This is an optimization exercise on Yosys and OpenROAD, whose aim is small area, not a production implementation. Only simulation tests tie the RTL to the original design; equivalence was not proved. Power and IR drop assume default switching activity.

[flow/run.sh]
#!/bin/bash
# synth_recipe.tcl (not shown) runs the flow's synth.tcl, then flattens the netlist and writes it again
# the make line also repeats each setting of config.mk as NAME=value (left out here)
make -C /OpenROAD-flow-scripts/flow DESIGN_CONFIG=/design/flow/config.mk WORK_HOME=/design/flow/orfs CLKGATE_MAP_FILE= SYNTH_SCRIPT=/design/flow/synth_recipe.tcl finish
[flow/config.mk]
export PLATFORM = sky130hd
export DESIGN_NAME = hex_flash_receiver
export DESIGN_NICKNAME = hex_flash_receiver
export VERILOG_FILES = /design/flow/design.v
export SDC_FILE = /design/flow/constraint.sdc
export NUM_CORES = 8
export LEC_CHECK = 0
export CAP_MARGIN = 20
export CORE_MARGIN = 2
export CORE_UTILIZATION = 40
export SLEW_MARGIN = 20
[flow/design.v]
module hex_flash_receiver (
    input  wire         clk,
    input  wire         rst,             
    input  wire         in_valid,
    output wire         in_ready,
    input  wire [1:0]   in_op,           
    input  wire [63:0]  in_frame,        
    input  wire [31:0]  in_now,          
    output wire         res_valid,
    output wire [1:0]   res_op,
    output wire [1:0]   res_code,        
    output wire [15:0]  res_line,
    output wire         res_in_progress,
    output wire         res_complete,
    output wire         wr_valid,        
    output wire [31:0]  wr_addr,
    output wire [4:0]   wr_len,
    output wire [127:0] wr_data
);
    localparam OP_FRAME  = 2'd0;
    localparam OP_TICK   = 2'd1;
    localparam OP_ABORT  = 2'd2;
    localparam RSP_NONE     = 2'd0;
    localparam RSP_SEND     = 2'd1;
    localparam RSP_COMPLETE = 2'd2;
    localparam RSP_ERROR    = 2'd3;
    localparam S_IDLE = 3'd0;
    localparam S_RESP = 3'd1;
    localparam S_VAL  = 3'd2;    
    localparam S_DISP = 3'd3;    
    localparam S_CRC  = 3'd4;    
    localparam [4:0] C_FF    = 5'b10000;
    localparam [4:0] C_COLON = 5'b10001;
    localparam [4:0] C_OTHER = 5'b10010;
    reg  [2:0]   state;
    reg  [1:0]   op_q;
    reg  [1:0]   code_q;
    reg          in_progress, complete, new_init_pending, init_error, eof_received;
    reg  [14:0]  expected_lines;
    reg  [31:0]  expected_crc;
    reg  [31:0]  file_crc;
    reg  [15:0]  cur_line;
    reg  [3:0]   seg_total;          
    reg  [8:0]   seg_rcvd;
    reg  [31:0]  last_frame_ms;
    reg  [15:0]  base_d;             
    reg          base_t;
    reg  [214:0] ring;               
    reg          ff43;               
    reg  [5:0]   rc;                 
    reg  [5:0]   pos;
    reg          bad;
    reg  [7:0]   sum;
    reg  [7:0]   chr;
    wire [5:0] rc_next = (rc >= 6'd16) ? rc - 6'd16 : rc + 6'd27;
    function [4:0] enc;
        input [7:0] b;
        begin
            if (b[7:4] == 4'h3 && b[3:0] <= 4'd9)
                enc = {1'b0, b[3:0]};
            else if ((b[7:4] == 4'h4 || b[7:4] == 4'h6) && b[3:0] >= 4'd1 && b[3:0] <= 4'd6)
                enc = {b[5], b[3:0] + 4'd9};
            else if (b == 8'hFF)
                enc = C_FF;
            else if (b == 8'h3A)
                enc = C_COLON;
            else
                enc = C_OTHER;
        end
    endfunction
    wire [4:0] rd = ring[4:0];
    wire       rd_hex = !rd[4] || (rd[3] && (rd[2] || rd[1]));
    wire [3:0]  f_index = in_frame[19:16];
    wire [3:0]  f_total = in_frame[23:20];
    wire        ln_ok   = !cur_line[15] && (cur_line[14:0] == in_frame[15:1]);
    wire [5:0]  si5     = {2'b00, f_index} + {f_index, 2'b00};
    wire        is_seg  = (in_op == OP_FRAME) && in_frame[0];
    wire        seg_phase = f_index[3] && (f_index[2:0] != 3'd0) || (rc_next == si5);
    assign in_ready = (state == S_IDLE) && (!is_seg || seg_phase);
    wire   acc = in_valid && in_ready;
    wire seg_adopt = in_progress && ln_ok && (seg_total == 4'd0) &&
                     (f_total != 4'd0) && (f_total <= 4'd9);
    wire seg_write = in_progress && ln_ok &&
                     ((seg_total == 4'd0) ? (f_total != 4'd0 && f_total <= 4'd9 && f_index < f_total)
                                          : (f_total == seg_total && f_index < seg_total));
    wire do_seg_write = acc && is_seg && seg_write;
    wire init_ok;
    init_check u_init (.f(in_frame), .ok(init_ok));
    wire [8:0]  seg_mask = ~(9'h1FF << seg_total);
    wire        ready    = (seg_total != 4'd0) && ((seg_rcvd | ~seg_mask) == 9'h1FF);
    wire [31:0] elapsed  = in_now - last_frame_ms;
    wire        gt15     = elapsed > 32'd15000;
    wire        gt5      = elapsed > 32'd5000;
    wire        crc_match = (~file_crc == expected_crc);
    wire [3:0] av [0:42];
    genvar gj;
    generate
        for (gj = 0; gj < 43; gj = gj + 1) begin : g_av
            assign av[gj] = ring[5 * ((8 * gj) % 43) +: 4];
        end
    endgenerate
    wire [3:0] v1 = av[1];
    wire [3:0] v2 = av[2];
    wire [15:0] rec_addr = {av[3], av[4], av[5], av[6]};
    wire [3:0] v7 = av[7];
    wire [3:0] v8 = av[8];
    wire       bc_ok = (v1 == 4'd0) || (v1 == 4'd1 && v2 == 4'd0);
    wire [4:0] bc    = {v1[0], v2};
    wire       len_ok = (pos == {bc, 1'b0} + 6'd11);
    wire       rt_ok  = (v7 == 4'd0) && (v8 <= 4'd5);
    wire       line_valid = !bad && bc_ok && len_ok && rt_ok && (sum == 8'd0);
    genvar gk;
    generate
        for (gk = 0; gk < 16; gk = gk + 1) begin : g_wd
            assign wr_data[8*gk +: 8] = {av[9 + 2*gk], av[10 + 2*gk]};
        end
    endgenerate
    wire [7:0]  data0 = (bc != 5'd0) ? wr_data[7:0] : 8'h00;
    wire [7:0]  data1 = (bc[4:1] != 4'd0) ? wr_data[15:8] : 8'h00;
    wire [20:0] a_t2  = {1'b0, base_d, 4'h0} + {5'h0, rec_addr};
    wire [19:0] a_lo  = base_t ? {base_d[3:0], rec_addr} : a_t2[19:0];
    wire        a_hi0 = base_t ? (base_d[15:4] == 12'h0) : !a_t2[20];
    wire [20:0] a_end = {1'b0, a_lo} + {16'h0, bc};
    wire        in_win = a_hi0 && !a_end[20] && (!a_end[19] || a_end[18:0] == 19'h0);
    assign wr_addr = {12'h0, a_lo[19:18] + 2'b01, a_lo[17:0]};
    assign wr_len  = bc;
    wire [16:0] next_ln = {1'b0, cur_line} + 17'd1;
    wire        eof_ok  = (next_ln == {2'b00, expected_lines});
    wire aligned  = (rc == 6'd0);
    wire disp     = (state == S_DISP) && aligned;
    wire rt0      = (v8[2:0] == 3'd0);
    wire accepted = line_valid && (rt0 ? in_win : (v8[2:0] == 3'd1) ? eof_ok : 1'b1);
    assign wr_valid = disp && line_valid && rt0 && in_win;
    wire [5:0] st5  = {2'b00, seg_total} + {seg_total, 2'b00};
    wire       at_c = (rc == pos) || (pos == 6'd43 && aligned);
    wire       stop = (pos == 6'd43) || (pos == st5) || (rd == C_FF);
    wire [7:0] hexch = (rd[3:0] <= 4'd9) ? {4'h3, rd[3:0]} : {2'b01, rd[4], 1'b0, rd[3:0] + 4'd7};
    assign res_valid       = (state == S_RESP);
    assign res_op          = op_q;
    assign res_code        = code_q;
    assign res_line        = cur_line;
    assign res_in_progress = in_progress;
    assign res_complete    = complete;
    integer s;
    always @(posedge clk) begin
        rc <= rc_next;
        for (s = 0; s < 43; s = s + 1)
            ring[5*s +: 5] <= ring[5*((s + 1) % 43) +: 5];
        if (do_seg_write) begin
            ring[4:0]   <= enc(in_frame[31:24]);
            ring[44:40] <= enc(in_frame[39:32]);
            ring[84:80] <= enc(in_frame[47:40]);
            if (f_index != 4'd8) begin
                ring[124:120] <= enc(in_frame[55:48]);
                ring[164:160] <= enc(in_frame[63:56]);
            end else begin
                ff43 <= (in_frame[55:48] == 8'hFF);
            end
        end
    end
    always @(posedge clk) begin
        if (rst) begin
            state       <= S_IDLE;
            in_progress <= 1'b0;
            complete    <= 1'b0;
            cur_line    <= 16'h0;
        end else begin
            case (state)
            S_IDLE: begin
                if (acc) begin
                    op_q   <= in_op;
                    code_q <= RSP_NONE;
                    state  <= S_RESP;
                    case (in_op)
                    OP_FRAME: begin
                        if (!in_frame[0]) begin
                            new_init_pending <= 1'b1;
                            init_error       <= !init_ok;
                            if (init_ok) begin
                                in_progress    <= 1'b1;
                                complete       <= 1'b0;
                                eof_received   <= 1'b0;
                                expected_lines <= in_frame[15:1];
                                expected_crc   <= in_frame[47:16];
                                file_crc       <= 32'hFFFFFFFF;
                                cur_line       <= 16'h0;
                                seg_total      <= 4'h0;
                                last_frame_ms  <= in_now;
                                base_d         <= 16'h0;
                            end
                        end else begin
                            if (seg_adopt) begin
                                seg_total <= f_total;
                                seg_rcvd  <= 9'h0;
                            end
                            if (seg_write) begin
                                seg_rcvd      <= (seg_adopt ? 9'h0 : seg_rcvd) | (9'h1 << f_index);
                                last_frame_ms <= in_now;
                            end
                        end
                    end
                    OP_TICK: begin
                        if (!in_progress) begin
                            code_q <= RSP_NONE;
                        end else if (gt15) begin
                            in_progress <= 1'b0;
                            complete    <= 1'b0;
                            cur_line    <= 16'h0;
                            code_q      <= RSP_ERROR;
                        end else if (!ready && gt5) begin
                            code_q <= RSP_SEND;
                        end else if (new_init_pending) begin
                            new_init_pending <= 1'b0;
                            init_error       <= 1'b0;
                            code_q           <= init_error ? RSP_ERROR : RSP_SEND;
                        end else if (ready) begin
                            code_q <= RSP_SEND;
                            pos    <= 6'd0;
                            bad    <= 1'b0;
                            sum    <= 8'h0;
                            state  <= S_VAL;
                        end else if (eof_received) begin
                            if (crc_match) begin
                                complete    <= 1'b1;
                                in_progress <= 1'b0;
                                code_q      <= RSP_COMPLETE;
                            end else begin
                                in_progress <= 1'b0;
                                complete    <= 1'b0;
                                cur_line    <= 16'h0;
                                code_q      <= RSP_ERROR;
                            end
                        end
                    end
                    OP_ABORT: begin
                        in_progress <= 1'b0;
                        complete    <= 1'b0;
                        cur_line    <= 16'h0;
                    end
                    default: ;
                    endcase
                end
            end
            S_VAL: begin
                if (at_c) begin
                    if (stop) begin
                        if (pos == 6'd43 && !ff43) bad <= 1'b1;
                        state <= S_DISP;
                    end else begin
                        pos <= pos + 6'd1;
                        if (pos == 6'd0) begin
                            if (rd != C_COLON) bad <= 1'b1;
                        end else begin
                            if (!rd_hex) bad <= 1'b1;
                            sum <= sum + (pos[0] ? {rd[3:0], 4'h0} : {4'h0, rd[3:0]});
                        end
                    end
                end
            end
            S_DISP: begin
                if (aligned) begin
                    if (accepted) begin
                        case (v8[2:0])
                        3'd1: eof_received <= 1'b1;
                        3'd2: begin base_d <= {data0, data1}; base_t <= 1'b0; end
                        3'd4: begin base_d <= {data0, data1}; base_t <= 1'b1; end
                        default: ;
                        endcase
                        chr   <= 8'h3A;
                        pos   <= 6'd1;
                        state <= S_CRC;
                    end else begin
                        seg_total <= 4'h0;
                        state     <= S_RESP;
                    end
                end
            end
            S_CRC: begin
                file_crc <= {1'b0, file_crc[31:1]} ^ ((file_crc[0] ^ chr[0]) ? 32'hEDB88320 : 32'h0);
                chr      <= {1'b0, chr[7:1]};
                if (at_c) begin
                    if (stop) begin
                        cur_line  <= next_ln[15:0];
                        seg_total <= 4'h0;
                        state     <= S_RESP;
                    end else begin
                        chr <= hexch;
                        pos <= pos + 6'd1;
                    end
                end
            end
            default: state <= S_IDLE;    
            endcase
        end
    end
endmodule
module init_check (
    input  wire [63:0] f,
    output wire        ok
);
    wire t100 = f[18] ^ f[20];
    wire t101 = f[21] ^ f[23];
    wire t102 = f[16] ^ f[24];
    wire t103 = f[19] ^ f[26];
    wire t104 = f[3] ^ f[6];
    wire t105 = f[5] ^ t100;
    wire t106 = f[11] ^ f[38];
    wire t107 = f[14] ^ f[22];
    wire t108 = f[15] ^ f[40];
    wire t109 = f[17] ^ f[39];
    wire t110 = f[25] ^ t101;
    wire t111 = f[1] ^ t109;
    wire t112 = f[7] ^ f[27];
    wire t113 = f[8] ^ f[28];
    wire t114 = f[9] ^ f[29];
    wire t115 = f[10] ^ f[12];
    wire t116 = f[41] ^ t102;
    wire t117 = f[45] ^ t103;
    wire t118 = f[2] ^ f[4];
    wire t119 = f[13] ^ f[21];
    wire t120 = f[16] ^ f[30];
    wire t121 = f[24] ^ f[43];
    wire t122 = f[25] ^ f[44];
    wire t123 = f[31] ^ t106;
    wire t124 = f[32] ^ f[36];
    wire t125 = f[33] ^ f[37];
    wire t126 = f[34] ^ f[42];
    wire t127 = t104 ^ t114;
    wire t128 = t108 ^ t112;
    wire t129 = t110 ^ t111;
    wire t130 = f[1] ^ f[32];
    wire t131 = f[2] ^ t116;
    wire t132 = f[4] ^ f[20];
    wire t133 = f[7] ^ t120;
    wire t134 = f[8] ^ f[30];
    wire t135 = f[9] ^ f[12];
    wire t136 = f[10] ^ t117;
    wire t137 = f[13] ^ t101;
    wire t138 = f[17] ^ f[46];
    wire t139 = f[18] ^ f[28];
    wire t140 = f[22] ^ t105;
    wire t141 = f[23] ^ t100;
    wire t142 = f[27] ^ f[47];
    wire t143 = f[29] ^ t115;
    wire t144 = f[31] ^ t128;
    wire t145 = f[34] ^ t119;
    wire t146 = f[35] ^ f[47];
    wire t147 = f[35] ^ t107;
    wire t148 = f[36] ^ t118;
    wire t149 = f[37] ^ t110;
    wire t150 = f[39] ^ t122;
    wire t151 = f[46] ^ t113;
    wire t152 = t106 ^ t107;
    wire t153 = t108 ^ t125;
    wire t154 = t113 ^ t116;
    wire t155 = t115 ^ t146;
    wire t156 = t117 ^ t132;
    wire t157 = t124 ^ t141;
    wire [15:0] s;
    assign s[0] = f[3] ^ f[4] ^ f[19] ^ f[42] ^ f[48] ^ t102 ^ t111 ^ t152 ^ t157;
    assign s[1] = f[12] ^ f[19] ^ f[49] ^ t105 ^ t118 ^ t121 ^ t129 ^ t153;
    assign s[2] = f[38] ^ f[40] ^ f[50] ^ t103 ^ t104 ^ t122 ^ t131 ^ t140 ^ t145;
    assign s[3] = f[41] ^ f[42] ^ f[51] ^ t104 ^ t112 ^ t129 ^ t147 ^ t156;
    assign s[4] = f[26] ^ f[42] ^ f[52] ^ t101 ^ t121 ^ t128 ^ t140 ^ t148 ^ t151;
    assign s[5] = f[5] ^ f[19] ^ f[22] ^ f[43] ^ f[44] ^ f[53] ^ t127 ^ t142 ^ t149 ^ t154;
    assign s[6] = f[11] ^ f[14] ^ f[54] ^ t124 ^ t127 ^ t133 ^ t136 ^ t139 ^ t150;
    assign s[7] = f[11] ^ f[55] ^ t125 ^ t134 ^ t138 ^ t143 ^ t144 ^ t156;
    assign s[8] = f[41] ^ f[56] ^ t105 ^ t120 ^ t123 ^ t130 ^ t135 ^ t142 ^ t145 ^ t151;
    assign s[9] = f[28] ^ f[33] ^ f[57] ^ t100 ^ t102 ^ t123 ^ t127 ^ t137 ^ t148 ^ t155;
    assign s[10] = f[13] ^ f[38] ^ f[58] ^ t105 ^ t126 ^ t133 ^ t143 ^ t149;
    assign s[11] = f[6] ^ f[59] ^ t103 ^ t109 ^ t119 ^ t121 ^ t123 ^ t134 ^ t147;
    assign s[12] = f[60] ^ t107 ^ t135 ^ t144 ^ t150 ^ t157;
    assign s[13] = f[61] ^ t130 ^ t136 ^ t137 ^ t153 ^ t154;
    assign s[14] = f[20] ^ f[25] ^ f[27] ^ f[33] ^ f[62] ^ t114 ^ t126 ^ t131 ^ t138 ^ t152;
    assign s[15] = f[3] ^ f[15] ^ f[26] ^ f[30] ^ f[43] ^ f[63] ^ t126 ^ t129 ^ t139 ^ t155;
    assign ok = (s == 16'ha1a3);
endmodule
[flow/constraint.sdc]
create_clock -name core_clock -period 10.0 [get_ports {clk}]
set_input_delay 2.0000 -clock core_clock [delete_from_list [all_inputs] [get_ports {clk}]]
set_output_delay 2.0000 -clock core_clock [all_outputs]
set_load 0.01 [all_outputs]
==> reports/results.txt <==
The worst setup path is launched from a flip-flop. The logs give 8.00 ns for the worst endpoint required time and 101000 um for the first-pass GRT wire length. TritonCTS built the clock tree. Post-detailed-routing wire length: 66100 um. The overall track demand over capacity in global routing was 0.221. In this run the post-CTS setup repair buffer count came out at 0. In the final design database the tool counted 2591 nets. For the placed cell area, the log shows 25000 sq um. The adder and majority cell fraction of the synthesized area came out at 0.0618.

The synthesized-area fraction occupied by and/or/nand/nor cells is 0.144, and the total die area is 58400 sq um. The tightest min-delay check is of the reg -> reg type. The total via count after detailed routing was 16900. The logs give 0 for the count of hold-fix buffers inserted at cts and 5312 for the count of filler cells inserted in the layout.

The tools report the element type at the critical path end as a primary output. Summing every instance area after synthesis gives 22600 sq um. The switching part of the total was 0.244. The number of top-level pins was 291. The tools report the final max-slew violation count as 0.

The minimum hold slack was 0.317 ns. The total count of hold-check failures in the final report was 0; the flip-flop and latch count after synthesis was 413. Summing all non-filler instances in the final layout gives an area of 26700 sq um. The total iterations of the first detailed-routing run was 5. The area growth from synthesis to layout was 18.2%; the number of port buffers was 278.

The area of the core region is 56200 sq um, and the overall die height is 242 um. The clock input transition at the sequential cells of the worst setup and hold paths is 0.06 ns. The logs give 1.00 mW for the net switching component of the power and 9.84 nW for the leakage power total. Share of flip-flops with an asynchronous set or reset: 0.

In this run the worst path has a maximum fanout of 5. Final cycle utilization of the critical path: 0.722. For the number of buffers on the longest clock path, the log shows 3.

The count of antenna diodes in the layout was 0. Critical path data arrival time: 5.22 ns. For the cell-internal power, the log shows 3.10 mW. Dominant synthesized flop cell: sky130_fd_sc_hd__dfxtp_1. The effective utilization at floorplan was 0.402; the relative contribution of sequential cells to total power was 0.428. The number of sinks handled by clock tree synthesis is 413, and the headroom to the max-slew limit is 0.266. The tools report the post-synthesis cell type count as 88. The logs give 0.0423 ns for the largest clock skew in the final design and 87 for the count of standard-cell rows. The worst path needs 7.22 ns of the cycle, external delays included.

The total of warnings raised by yosys was 1. Dividing the synthesized area by the synthesized cell count gives 9.97 sq um. After detailed routing, the average wire length per cell comes to 20.8 um.

The mux cell area share after synthesis is 0.00725, and the count of H-tree levels built during CTS is 2. The highest attainable clock frequency was 0.138 GHz. At the pin with the least slew margin, the transition time is 1.09 ns. The tools report the share of power burned in combinational logic as 0.121. The run finished with no timing, DRC or antenna violations.

The tree is rooted in a sky130_fd_sc_hd__clkbuf_16. The initial antenna violation count was 1. The power density relative to cell area is 153 nW/um^2. The HPWL reported at the end of detailed placement was 50400 um; the pin count of the biggest net entering global routing was 53. The via count of the first global-routing pass was 16700; the horizontal extent of the die was 242 um.

The fraction of layout instances using a drive strength above 1 works out to 0.0566. After synthesis, the largest family of logic cells by area is simple AND/OR/NAND/NOR gates. For the max capacitance violation total, the log shows 0. The number of enable flip-flop cells after synthesis was 171; the gate count after technology mapping was 2268. Critical path start-end classification: reg -> out. The vias per cell is 5.33, and the insertion delay of the later-clocked pin in the worst-skew pair is 0.62 ns.

Setup violations remaining at the end of the flow were counted as 0. The register area share after synthesis was 0.442; the count of antenna-violating nets left after detailed routing was 0. For this run the aggregate overflow at the end of global routing stands at 0.

The tools report the post-route core utilization as 0.475. The number of DRC violations after detailed-routing iteration 0 was 1226. The weighted congestion reported at the end of routability-driven placement was 0.899. For the quantity of gates resized following cts, the log shows 0. The highest ir drop seen on vdd was 128 uV. The synthesized-area fraction occupied by ao, oa, aoi and oai cells came out at 0.124. After routing, the total negative slack on setup checks comes to 0 ns. Setup repair after global routing left no endpoint under its margin. The run gives 48 as the number of buffers created by CTS.

The share of total power in the clock network is 0.451. In the routed design, unresolved DRC markers number 0. The xor and xnor fraction of the mapped netlist area was 0.139.
==> sequential cells by signal (all words and copies together), names as in the netlist, 2 cells and up <==
register        count
last_frame_ms      32
file_crc           32
cur_line           16
sum                 8
seg_total           4
expected_crc       32
code_q              2
chr                 7
expected_lines     15
base_d             16
rc                  6
seg_rcvd            9
ring              215
state               3
op_q                2
pos                 6
==> power by group through the flow <==
stage | Combinational [mW] | Sequential, mW | Clock, mW
after floorplan | 0.352 | 1.79 | 0
after global placement | 0.489 | 1.79 | 0
after detailed placement | 0.491 | 1.79 | 0
after CTS | 0.494 | 1.76 | 1.90
after global routing | 0.534 | 1.75 | 1.95
final | 0.497 | 1.76 | 1.85
==> final timing paths <==
check                                  to  slack [ns]  cells after the start      start
worst min register to register  ring[189]        0.32                      0  ring[194]
worst max register to register     pos[4]        4.16                     14  base_d[0]
worst min-delay path            ring[189]        0.32                      0  ring[194]
worst max-delay path             wr_valid        2.78                     14  base_d[0]
==> layout make-up <==
class | count | area (sq um) | area share
Tap cell | 756 | 946 | 0.0354
Multi-Input combinational cell | 1531 | 10800 | 0.406
Inverter | 100 | 375 | 0.0141
Clock buffer | 69 | 1450 | 0.0544
Sequential cell | 413 | 9980 | 0.374
Clock inverter | 20 | 254 | 0.00951
Timing Repair Buffer | 288 | 2860 | 0.107
==> Yosys cell counts (5+ instances only) <==
library cell | number | area share
sky130_fd_sc_hd__dfxtp_1 | 242 | 0.21
sky130_fd_sc_hd__xnor2_1 | 177 | 0.069
sky130_fd_sc_hd__edfxtp_1 | 171 | 0.23
sky130_fd_sc_hd__nand2_1 | 165 | 0.027
sky130_fd_sc_hd__buf_4 | 150 | 0.050
sky130_fd_sc_hd__o21ai_0 | 136 | 0.030
sky130_fd_sc_hd__nor2_1 | 116 | 0.019
sky130_fd_sc_hd__a21oi_1 | 115 | 0.025
sky130_fd_sc_hd__xor2_1 | 113 | 0.044
sky130_fd_sc_hd__ha_1 | 102 | 0.056
sky130_fd_sc_hd__inv_1 | 100 | 0.017
sky130_fd_sc_hd__clkbuf_1 | 71 | 0.012
sky130_fd_sc_hd__nor3_1 | 71 | 0.016
sky130_fd_sc_hd__nand2b_1 | 39 | 0.011
sky130_fd_sc_hd__nand3_1 | 36 | 0.0080
sky130_fd_sc_hd__nand4_1 | 34 | 0.0094
sky130_fd_sc_hd__a31oi_1 | 30 | 0.0083
sky130_fd_sc_hd__and2_1 | 29 | 0.0080
sky130_fd_sc_hd__nor4_1 | 27 | 0.0075
sky130_fd_sc_hd__xnor3_1 | 22 | 0.022
sky130_fd_sc_hd__a211oi_1 | 18 | 0.0060
sky130_fd_sc_hd__a21o_1 | 18 | 0.0060
sky130_fd_sc_hd__nor2b_1 | 18 | 0.0050
sky130_fd_sc_hd__o211ai_1 | 16 | 0.0053
sky130_fd_sc_hd__or2_2 | 16 | 0.0044
sky130_fd_sc_hd__and3_1 | 13 | 0.0036
sky130_fd_sc_hd__mux2i_1 | 13 | 0.0058
sky130_fd_sc_hd__nor3b_1 | 12 | 0.0040
sky130_fd_sc_hd__o21a_1 | 12 | 0.0040
sky130_fd_sc_hd__buf_2 | 11 | 0.0024
sky130_fd_sc_hd__or3_1 | 11 | 0.0030
sky130_fd_sc_hd__a211o_1 | 10 | 0.0039
sky130_fd_sc_hd__nor4b_1 | 10 | 0.0039
sky130_fd_sc_hd__o21bai_1 | 10 | 0.0033
sky130_fd_sc_hd__o221ai_1 | 8 | 0.0031
sky130_fd_sc_hd__o31ai_1 | 8 | 0.0027
sky130_fd_sc_hd__or4_1 | 8 | 0.0027
sky130_fd_sc_hd__fa_1 | 6 | 0.0053
sky130_fd_sc_hd__nand4b_1 | 6 | 0.0023
sky130_fd_sc_hd__o22ai_1 | 5 | 0.0014
==> stage by stage <==
step           power, mW  setup WS [ns]  cells
6_report            4.10           2.78   3177
3_3_place_gp        2.28           2.98   3088
4_1_cts             4.15           2.80   3177
5_1_grt             4.24           2.45   3177
2_1_floorplan       2.14           2.18   2279
3_5_place_dp        2.28           2.76   3088
==> critical path, stage by stage (launching register included) <==
cell and delay (ns):
sky130_fd_sc_hd__edfxtp_1 0.41, sky130_fd_sc_hd__ha_1 0.26, sky130_fd_sc_hd__fa_1 0.43, sky130_fd_sc_hd__a211oi_1 0.53, sky130_fd_sc_hd__o21ai_0 0.32, sky130_fd_sc_hd__a211oi_1 0.55
sky130_fd_sc_hd__nor3_1 0.14, sky130_fd_sc_hd__xnor2_1 0.15, sky130_fd_sc_hd__o21ai_1 0.23, sky130_fd_sc_hd__inv_1 0.09, sky130_fd_sc_hd__or4_1 0.55, sky130_fd_sc_hd__xnor2_1 0.16
sky130_fd_sc_hd__nand2_1 0.07, sky130_fd_sc_hd__and3_1 0.17, sky130_fd_sc_hd__clkdlybuf4s50_1 0.54
==> cell families (layout without fill, tap and decap cells) <==
logic type               after synthesis  count (layout)
AND/OR/NAND/NOR                      632             632
adder cells (fa/ha/maj)              108             108
XOR/XNOR                             317             317
flip-flops                           413             413
buffers and inverters                335             477
AO/OA/AOI/OAI                        446             446
other                                  1              12
multiplexers                          16              16
==> routing by layer <==
metal | vias up | global-route usage | wire length (um)
met3 | 85 | 0.0336 | 3680
li1 | 8066 | - | -
met4 | 0 | 0.0626 | 1500
met1 | 8237 | 0.307 | 30500
met2 | 561 | 0.359 | 30400
met5 | - | 0 | 0
==> placed cells by master, fill, tap and decap left out, drive strengths merged, types with 11 or more instances in the layout <==
master / Yosys / routed
xnor2: 178 / 178
o211ai: 17 / 17
conb: 1 / 12
clkdlybuf4s50: 0 / 278
o21a: 12 / 12
or2: 17 / 17
nor2b: 18 / 18
nor4: 27 / 27
nand2b: 39 / 39
dfxtp: 242 / 242
a31oi: 30 / 30
nand3: 36 / 36
a21o: 18 / 18
nor3b: 12 / 12
or3: 12 / 12
o21ai: 140 / 140
clkbuf: 71 / 69
a21oi: 115 / 115
mux2i: 13 / 13
nand2: 165 / 165
xor2: 113 / 113
and3: 14 / 14
edfxtp: 171 / 171
nor4b: 11 / 11
xnor3: 24 / 24
clkinv: 0 / 12
nand4: 35 / 35
a211oi: 18 / 18
ha: 102 / 102
and2: 29 / 29
nor2: 116 / 116
inv: 100 / 104
nor3: 71 / 71

## what the ideal ports hide
In the flow no input, the clock included, has a driving cell. The finished layout below was timed again as built, in two steps. Step 1 sets driving cells, clkbuf_16 on the clock port and buf_2 on the other inputs (assumed; they add their load-dependent delay and slew). Step 2 also shifts input and output timing later by t, the mid clock arrival at the registers, as if the neighbouring blocks saw the same clock. a / b / c = ideal ports / drivers / drivers and shift; a / b = the first two.
t, ns: 0.655
setup slack, ns: 2.777 / 2.717 / 2.836
worst setup path at the end: input to register
After both steps setup and hold are still met in this run. The setup slack of this run moves by -0.060 ns with the drivers and by +0.059 ns with both steps.
